This is an optimization exercise on Yosys and OpenROAD, whose aim is small area, a short achievable clock period and few clock cycles, not a production implementation. Function was checked by simulation only, so behaviour that the tests miss may differ from the original. Power is estimated from default activity; no workload was simulated.

==> flow/design.v (excerpt) <==
module pft_lzd (
    input  wire        clk,
    input  wire        rst,           
    input  wire [7:0]  reg_addr,      
    input  wire        reg_we,
    input  wire [31:0] reg_wdata,
    output reg  [31:0] reg_rdata,
    output wire        irq,
    output reg         buf_en,
    output reg         buf_we,
    output reg  [16:0] buf_addr,
    output reg  [7:0]  buf_wdata,
    input  wire [7:0]  buf_rdata,
    output reg         out_re,
    output reg  [24:0] out_raddr,
    input  wire [7:0]  out_rdata,
    output reg         out_we,
    output reg  [24:0] out_waddr,
    output reg  [7:0]  out_wdata
);
    localparam [3:0] F_ALIGN   = 4'd2;
    localparam [3:0] F_OOB     = 4'd3;
    localparam [3:0] F_CSUM    = 4'd4;
    localparam [3:0] F_NOSIG   = 4'd5;
    localparam [3:0] F_OVERSZ  = 4'd6;
    localparam [3:0] F_INCOMPL = 4'd7;
    localparam [3:0] F_ZEROOFF = 4'd8;
    localparam [3:0] F_NOTRL   = 4'd9;
    localparam [3:0] F_OUTCAP  = 4'd10;
    localparam [3:0] F_OFFBEF  = 4'd11;
    localparam [3:0] F_ILLCMD  = 4'd12;
    localparam [4:0]
        S_IDLE  = 5'd0,
        S_CMD   = 5'd1,    
        S_CK    = 5'd2,    
        S_CKE   = 5'd3,    
        S_HDR   = 5'd4,    
        S_HDR1  = 5'd5,    
        S_HDRC  = 5'd6,    
        S_RAWC  = 5'd7,    
        S_RAW   = 5'd8,    
        S_RSKIP = 5'd9,    
        S_TOK   = 5'd10,   
        S_MSK1  = 5'd11,   
        S_CP1   = 5'd12,   
        S_EXT   = 5'd13,   
        S_CPC   = 5'd14,   
        S_CPY   = 5'd15,   
        S_TRL   = 5'd16,   
        S_TRL1  = 5'd17,   
        S_IV    = 5'd18,   
        S_XC    = 5'd19,   
        S_XR    = 5'd20,   
        S_XW    = 5'd21;   
    reg  [4:0]  state;
    reg  [1:0]  ctrl_op;
    reg         ctrl_endian;
    reg         ctrl_ie;
    reg         st_done;
    reg         st_err;
  ...
export LEC_CHECK = 0
export CAP_MARGIN = 20
export CORE_MARGIN = 2
export CORE_UTILIZATION = 35
export CTS_CLUSTER_DIAMETER = 110
export CTS_CLUSTER_SIZE = 24
export PLACE_DENSITY_LB_ADDON = 0.2
export SETUP_SLACK_MARGIN = 3
export SLEW_MARGIN = 20
create_clock -name core_clock -period 12.0 [get_ports {clk}]
standard.sh (not shown) runs the stock make flow with config.mk's settings and CLKGATE_MAP_FILE= SYNTH_SCRIPT=/design/flow/synth_recipe.tcl, a recipe that flattens the netlist after the stock synthesis.
==> flow/flow/run.sh <==
#!/bin/bash
# Own flow: the standard layout (standard.sh, unchanged synthesis), with the
# port buffers made of sky130_fd_sc_hd__buf_1 instead of the delay buffer that
# buffer_ports picks by default (every port still gets its own buffer), and
# timing repair allowed to change a cell's footprint (MATCH_CELL_FOOTPRINT=0;
# detailed placement runs after every repair).
set -euo pipefail
W=$(pwd)
sed 's#^make -C \(.*\) "\${@:-finish}"$#make -C \1 "BUFFER_PORTS_ARGS=-buffer_cell sky130_fd_sc_hd__buf_1" MATCH_CELL_FOOTPRINT=0 "${@:-finish}"#' standard.sh > own_standard.sh
grep -q 'MATCH_CELL_FOOTPRINT=0' own_standard.sh
bash own_standard.sh finish > make_finish.log 2>&1
test -s out/final.def
The starting point finished clean.
Testbench counts at the start, summed over its fixed seeds: cycles 425,930.
Edit:
==> flow/flow/run.sh (replaced) <==
#!/bin/bash
# Own flow: the standard layout (standard.sh, unchanged synthesis), with the
# port buffers made of sky130_fd_sc_hd__buf_1 instead of the delay buffer that
# buffer_ports picks by default. Every port still gets its own buffer.
set -euo pipefail
W=$(pwd)
sed 's#^make -C \(.*\) "\${@:-finish}"$#make -C \1 "BUFFER_PORTS_ARGS=-buffer_cell sky130_fd_sc_hd__buf_1" "${@:-finish}"#' standard.sh > own_standard.sh
grep -q 'BUFFER_PORTS_ARGS=-buffer_cell sky130_fd_sc_hd__buf_1' own_standard.sh
bash own_standard.sh finish > make_finish.log 2>&1
test -s out/final.def
--- a/flow/config.mk
+++ b/flow/config.mk
@@ -10,5 +10,2 @@
 export CORE_UTILIZATION = 35
-export CTS_CLUSTER_DIAMETER = 110
-export CTS_CLUSTER_SIZE = 24
-export PLACE_DENSITY_LB_ADDON = 0.2
 export SETUP_SLACK_MARGIN = 3
After rerunning: The new run ran to the end with no violations. Wire length came out lower by about 2%. Area after synthesis stays the same. Final cell count came out higher by 0.70%. Final area came out higher by 2.3%. Synthesized cell count is unchanged. Core utilization came out higher by 0.90 points. Combinational power stays flat. Clock power came out higher by 54%.

* * *

Setup of JK:
pft_lzd again, from the RTL that the note above started with.
clock: 12.0 ns
lec_check: 0
cap_margin: 20
core_margin: 2
core_utilization: 35
setup_slack_margin: 3
slew_margin: 20
tns_end_percent: 5
==> flow/flow/run.sh <==
#!/bin/bash
# Own flow: the standard layout (standard.sh, unchanged synthesis), with the
# port buffers made of sky130_fd_sc_hd__buf_2 instead of the delay buffer that
# buffer_ports picks by default. Every port still gets its own buffer.
set -euo pipefail
W=$(pwd)
sed 's#^make -C \(.*\) "\${@:-finish}"$#make -C \1 "BUFFER_PORTS_ARGS=-buffer_cell sky130_fd_sc_hd__buf_2" "${@:-finish}"#' standard.sh > own_standard.sh
grep -q 'BUFFER_PORTS_ARGS=-buffer_cell sky130_fd_sc_hd__buf_2' own_standard.sh
bash own_standard.sh finish > make_finish.log 2>&1
test -s out/final.def
Testbench counts of JK, summed over its fixed seeds: cycles 425,930.
Modified inputs, MS compared to JK
# JK
export LEC_CHECK = 0
export CAP_MARGIN = 20
export CORE_MARGIN = 2
export CORE_UTILIZATION = 35
export SETUP_SLACK_MARGIN = 3
export SLEW_MARGIN = 20
export TNS_END_PERCENT = 5
create_clock -name core_clock -period 12.0 [get_ports {clk}]
# MS
export LEC_CHECK = 0
export CAP_MARGIN = 20
export CORE_MARGIN = 2
export CORE_UTILIZATION = 35
export CTS_CLUSTER_DIAMETER = 110
export CTS_CLUSTER_SIZE = 24
export GPL_ROUTABILITY_DRIVEN = 0
export SETUP_SLACK_MARGIN = 3
export SLEW_MARGIN = 20
create_clock -name core_clock -period 12.0 [get_ports {clk}]
==> flow/flow/run.sh <==
#!/bin/bash
# Own flow: the standard layout (standard.sh, unchanged synthesis), with the
# port buffers made of sky130_fd_sc_hd__buf_1 instead of the delay buffer that
# buffer_ports picks by default (every port still gets its own buffer), and
# timing repair allowed to change a cell's footprint (MATCH_CELL_FOOTPRINT=0;
# detailed placement runs after every repair).
set -euo pipefail
W=$(pwd)
sed 's#^make -C \(.*\) "\${@:-finish}"$#make -C \1 "BUFFER_PORTS_ARGS=-buffer_cell sky130_fd_sc_hd__buf_1" MATCH_CELL_FOOTPRINT=0 "${@:-finish}"#' standard.sh > own_standard.sh
grep -q 'MATCH_CELL_FOOTPRINT=0' own_standard.sh
bash own_standard.sh finish > make_finish.log 2>&1
test -s out/final.def
[summary]
MS: all stages complete, timing, DRC and antenna checks passed. Summary — global-route met3 utilization, MS relative to JK: higher, by 3.8 points. On MS: clock network latency to the later pin of the worst-skew pair is 0.05 ns higher than what JK gave. Taking JK as the reference point, the combinational cell fraction of total power of MS rises by 3.6 points. | sequential power | MS vs JK | ≈ equal |.
Setup changes, MS to AL
# MS
export LEC_CHECK = 0
export CAP_MARGIN = 20
export CORE_MARGIN = 2
export CORE_UTILIZATION = 35
export CTS_CLUSTER_DIAMETER = 110
export CTS_CLUSTER_SIZE = 24
export GPL_ROUTABILITY_DRIVEN = 0
export SETUP_SLACK_MARGIN = 3
export SLEW_MARGIN = 20
create_clock -name core_clock -period 12.0 [get_ports {clk}]
# AL
export LEC_CHECK = 0
export CAP_MARGIN = 20
export CORE_MARGIN = 2
export CORE_UTILIZATION = 45
export SETUP_SLACK_MARGIN = 3
export SLEW_MARGIN = 20
create_clock -name core_clock -period 12.0 [get_ports {clk}]
==> flow/flow/run.sh <==
#!/bin/bash
# Own flow: the standard layout (standard.sh, unchanged synthesis), with the
# port buffers made of sky130_fd_sc_hd__buf_1 instead of the delay buffer that
# buffer_ports picks by default. Every port still gets its own buffer.
set -euo pipefail
W=$(pwd)
sed 's#^make -C \(.*\) "\${@:-finish}"$#make -C \1 "BUFFER_PORTS_ARGS=-buffer_cell sky130_fd_sc_hd__buf_1" "${@:-finish}"#' standard.sh > own_standard.sh
grep -q 'BUFFER_PORTS_ARGS=-buffer_cell sky130_fd_sc_hd__buf_1' own_standard.sh
bash own_standard.sh finish > make_finish.log 2>&1
test -s out/final.def
Findings:
- AL against MS; post-placement cell area is down slightly.
- [compare] base=MS new=AL: met1 usage higher; final routed wire length divided by cell count rose 11%; final max-slew violation count stayed essentially flat.
Relative to AL, the following input files were edited for TR:
# AL
export LEC_CHECK = 0
export CAP_MARGIN = 20
export CORE_MARGIN = 2
export CORE_UTILIZATION = 45
export SETUP_SLACK_MARGIN = 3
export SLEW_MARGIN = 20
create_clock -name core_clock -period 12.0 [get_ports {clk}]
# TR
export LEC_CHECK = 0
export CAP_MARGIN = 20
export CORE_MARGIN = 2
export CORE_UTILIZATION = 35
export CTS_CLUSTER_DIAMETER = 110
export CTS_CLUSTER_SIZE = 24
export SETUP_SLACK_MARGIN = 3
export SLEW_MARGIN = 20
create_clock -name core_clock -period 12.0 [get_ports {clk}]
==> flow/flow/run.sh <==
#!/bin/bash
# Own flow: the standard layout (standard.sh, unchanged synthesis), with the
# port buffers made of sky130_fd_sc_hd__buf_1 instead of the delay buffer that
# buffer_ports picks by default (every port still gets its own buffer), and
# timing repair allowed to change a cell's footprint (MATCH_CELL_FOOTPRINT=0;
# detailed placement runs after every repair).
set -euo pipefail
W=$(pwd)
sed 's#^make -C \(.*\) "\${@:-finish}"$#make -C \1 "BUFFER_PORTS_ARGS=-buffer_cell sky130_fd_sc_hd__buf_1" MATCH_CELL_FOOTPRINT=0 "${@:-finish}"#' standard.sh > own_standard.sh
grep -q 'MATCH_CELL_FOOTPRINT=0' own_standard.sh
bash own_standard.sh finish > make_finish.log 2>&1
test -s out/final.def
--- outcome ---
Register-to-register setup slack of AL is on par with TR.
Power density of the placed cells came out lower on TR than on AL.
Compared with AL, TR shows setup slack higher by 0.078 ns.
Looking at filler-free cell count of the finished design, TR sits 351 higher than AL does.
Looking at area growth from synthesis to layout, TR sits 2.2 points lower than AL does.

* * *

Setup of build 51:
Starting RTL as in the previous note.
export LEC_CHECK = 0
export CAP_MARGIN = 20
export CORE_MARGIN = 2
export CORE_UTILIZATION = 35
export SETUP_SLACK_MARGIN = 3.5
export SLEW_MARGIN = 20
create_clock -name core_clock -period 12.0 [get_ports {clk}]
==> flow/flow/run.sh <==
#!/bin/bash
# Own flow: the standard layout (standard.sh, unchanged synthesis), with the
# port buffers made of sky130_fd_sc_hd__buf_1 instead of the delay buffer that
# buffer_ports picks by default (every port still gets its own buffer), and
# timing repair allowed to change a cell's footprint (MATCH_CELL_FOOTPRINT=0;
# detailed placement runs after every repair).
set -euo pipefail
W=$(pwd)
sed 's#^make -C \(.*\) "\${@:-finish}"$#make -C \1 "BUFFER_PORTS_ARGS=-buffer_cell sky130_fd_sc_hd__buf_1" MATCH_CELL_FOOTPRINT=0 "${@:-finish}"#' standard.sh > own_standard.sh
grep -q 'MATCH_CELL_FOOTPRINT=0' own_standard.sh
bash own_standard.sh finish > make_finish.log 2>&1
test -s out/final.def
Testbench counts of build 51, summed over its fixed seeds: cycles 425,930.
Changes in build 42 relative to build 51:
- a change of SETUP_SLACK_MARGIN from 3.5 to 3.2
- an added CTS_CLUSTER_SIZE of 24
- an added CTS_CLUSTER_DIAMETER of 110
Results
- Compared with build 51, build 42 shows a lower global routing usage on met1.
- On slew at the pin closest to its max-slew limit: between build 51 and build 42, it ends up higher for build 51.
- Diff build 51 and build 42: count of plain and timing-repair buffers lower in build 42
Edits applied to the flow inputs when going from build 42 to build 27:
- changing SETUP_SLACK_MARGIN from 3.2 to 2.8
Results
In build 27 relative to build 42, number of clock buffer instances in the layout had gone down by more than 10%. Higher clock insertion delay at the later pin of the skew report was reported by build 27, not build 42. Build 27 vs build 42: first-iteration DRC count down. Build 27 vs build 42 on maximum clock frequency: build 27 is the lower one. Build 27 -> build 42: instance area after placement flat. Delta (build 27 minus build 42): depth of the critical timing path with buffers and inverters included went up by about 10%, final non-filler cell area lower, clock power share grew by 0.6 points, wire length now sits lower.
The inputs of build 28 differ from those of build 27 as listed below.
- CTS_CLUSTER_DIAMETER no longer set, was 110
- CTS_BUF_LIST now sky130_fd_sc_hd__clkbuf_4 sky130_fd_sc_hd__clkbuf_8, previously not set
- SETUP_SLACK_MARGIN now 3, was 2.8
- CTS_CLUSTER_SIZE no longer set, was 24
==> flow/flow/run.sh <==
#!/bin/bash
# Own flow: the standard layout (standard.sh, unchanged synthesis), with the
# port buffers made of sky130_fd_sc_hd__buf_4 instead of the delay buffer that
# buffer_ports picks by default. Every port still gets its own buffer.
set -euo pipefail
W=$(pwd)
sed 's#^make -C \(.*\) "\${@:-finish}"$#make -C \1 "BUFFER_PORTS_ARGS=-buffer_cell sky130_fd_sc_hd__buf_4" "${@:-finish}"#' standard.sh > own_standard.sh
grep -q 'BUFFER_PORTS_ARGS=-buffer_cell sky130_fd_sc_hd__buf_4' own_standard.sh
bash own_standard.sh finish > make_finish.log 2>&1
test -s out/final.def
Findings:
- Build 28 ended with every stage complete and zero timing, DRC or antenna violations.
- On routed wire length, build 27 and build 28 are neck and neck.
- The power of the sequential group on build 28 is in line with that on build 27.
- Comparing number of buffer and inverter stages on the critical path for build 27 and build 28, the smaller number came from build 27.
- Total overflow reported by the global router: build 27 vs build 28 identical
- In the metrics for build 27 and build 28, the one carrying the higher pre-CTS worst setup slack is build 28.
- Delta (build 28 minus build 27): fmax went up about 0.6%, via count of the first global-routing pass went up 1,124, worst setup margin went up 0.054 ns.
For build 22, these inputs were changed with respect to build 28:
- CAP_MARGIN now 5, was 20
- CTS_CLUSTER_DIAMETER now 110, previously not set
- CTS_BUF_LIST no longer set, was sky130_fd_sc_hd__clkbuf_4 sky130_fd_sc_hd__clkbuf_8
- SLEW_MARGIN now 5, was 20
- CTS_CLUSTER_SIZE now 24, previously not set
==> flow/flow/run.sh <==
#!/bin/bash
# Own flow: the standard layout (standard.sh, unchanged synthesis), with the
# port buffers made of sky130_fd_sc_hd__buf_1 instead of the delay buffer that
# buffer_ports picks by default (every port still gets its own buffer), and
# timing repair allowed to change a cell's footprint (MATCH_CELL_FOOTPRINT=0;
# detailed placement runs after every repair).
set -euo pipefail
W=$(pwd)
sed 's#^make -C \(.*\) "\${@:-finish}"$#make -C \1 "BUFFER_PORTS_ARGS=-buffer_cell sky130_fd_sc_hd__buf_1" MATCH_CELL_FOOTPRINT=0 "${@:-finish}"#' standard.sh > own_standard.sh
grep -q 'MATCH_CELL_FOOTPRINT=0' own_standard.sh
bash own_standard.sh finish > make_finish.log 2>&1
test -s out/final.def
Findings:
In the flow results for build 22 and build 28, the number of setup buffers added after CTS is smaller on build 28.
Relative to build 28, combinational share of power increased by 4.2 points in build 22.
Delta (build 22 minus build 28): met2 layer usage reported by global route went down 0.50 points, number of buffers created by CTS shrank by 67, non-clock buffer count rose 2, cell area after placement fell by 1.4%.
Relative to build 28, the worst supply voltage drop on vdd of build 22 is higher by 0.33%.
diff inputs: build 22 => build 44
- swapping 5 for 20 in SLEW_MARGIN
- clearing CTS_CLUSTER_SIZE, which used to be 24
- swapping 5 for 20 in CAP_MARGIN
- clearing CTS_CLUSTER_DIAMETER, which used to be 110
- putting GPL_TIMING_DRIVEN at 0 where nothing was set
==> flow/flow/run.sh <==
#!/bin/bash
# Own flow: the standard layout (standard.sh, unchanged synthesis), with the
# port buffers made of sky130_fd_sc_hd__buf_1 instead of the delay buffer that
# buffer_ports picks by default. Every port still gets its own buffer.
set -euo pipefail
W=$(pwd)
sed 's#^make -C \(.*\) "\${@:-finish}"$#make -C \1 "BUFFER_PORTS_ARGS=-buffer_cell sky130_fd_sc_hd__buf_1" "${@:-finish}"#' standard.sh > own_standard.sh
grep -q 'BUFFER_PORTS_ARGS=-buffer_cell sky130_fd_sc_hd__buf_1' own_standard.sh
bash own_standard.sh finish > make_finish.log 2>&1
test -s out/final.def
Notes after the runs:
Build 44 closes out successfully: all stages finished, all timing, DRC and antenna checks passed. Die extent in y came out exactly the same in build 44 and build 22. Summary of build 44 over build 22: worst slew margin relative to its limit now sits higher, number of clock buffers in the layout shows an increase of 150%. For the fraction of met3 tracks used by global routing, build 44 came in 1.1 points higher than build 22 did. Global-route wire length before repair was higher in the run labelled build 44. Adder-cell area share of the yosys netlist came out exactly the same in build 44 and build 22. Power share of the combinational group in build 44 is 3.6 points lower than in build 22. Setup slack in build 44 is smaller than in build 22.

[port drivers added, routing unchanged]
No port has a modelled driver above. Below, the same layouts with a new extraction and two added sets of constraints.
Step 1, drivers: a clkbuf_16 drives clk and a buf_2 each remaining input, both assumed.
Step 2, shift: input delay + t, output delay - t, t = (earliest + latest rising clock arrival at the registers) / 2. This alone moves slack from input paths to output paths.
Slacks: ideal ports / drivers / drivers and shift; pairs: ideal ports / drivers.
run | t (ns) | slack for setup (ns) | worst hold slack (ns) | clock arrival spread, ns
the first run of note 1 | 0.726 | 3.126 / 3.053 / 2.990 | 0.481 / 0.481 / 0.481 | 0.042 / 0.042
the second run of note 1 | 0.764 | 3.111 / 3.066 / 3.066 | 0.477 / 0.477 / 0.477 | 0.067 / 0.067
JK | 0.750 | 3.010 / 2.985 / 2.985 | 0.474 / 0.474 / 0.474 | 0.045 / 0.044
MS | 0.761 | 3.116 / 3.030 / 3.030 | 0.477 / 0.477 / 0.477 | 0.105 / 0.105
AL | 0.753 | 3.065 / 2.964 / 2.964 | 0.473 / 0.473 / 0.473 | 0.057 / 0.058
TR | 0.768 | 3.143 / 3.097 / 3.097 | 0.472 / 0.472 / 0.472 | 0.046 / 0.046
build 51 | 0.762 | 3.038 / 2.957 / 2.957 | 0.454 / 0.454 / 0.454 | 0.054 / 0.054
build 42 | 0.699 | 3.044 / 2.922 / 2.922 | 0.478 / 0.478 / 0.478 | 0.052 / 0.053
build 27 | 0.708 | 2.933 / 2.847 / 2.847 | 0.464 / 0.464 / 0.464 | 0.069 / 0.069
build 28 | 0.939 | 2.987 / 2.954 / 2.954 | 0.451 / 0.451 / 0.451 | 0.085 / 0.085
build 22 | 0.772 | 2.998 / 2.977 / 2.977 | 0.463 / 0.463 / 0.463 | 0.098 / 0.099
build 44 | 0.770 | 2.870 / 2.788 / 2.750 | 0.468 / 0.468 / 0.468 | 0.047 / 0.047
After both steps setup and hold are still met in every run listed. The setup slack of the first run of note 1, which loses most, moves by -0.073 ns with the drivers and by -0.136 ns with both steps.
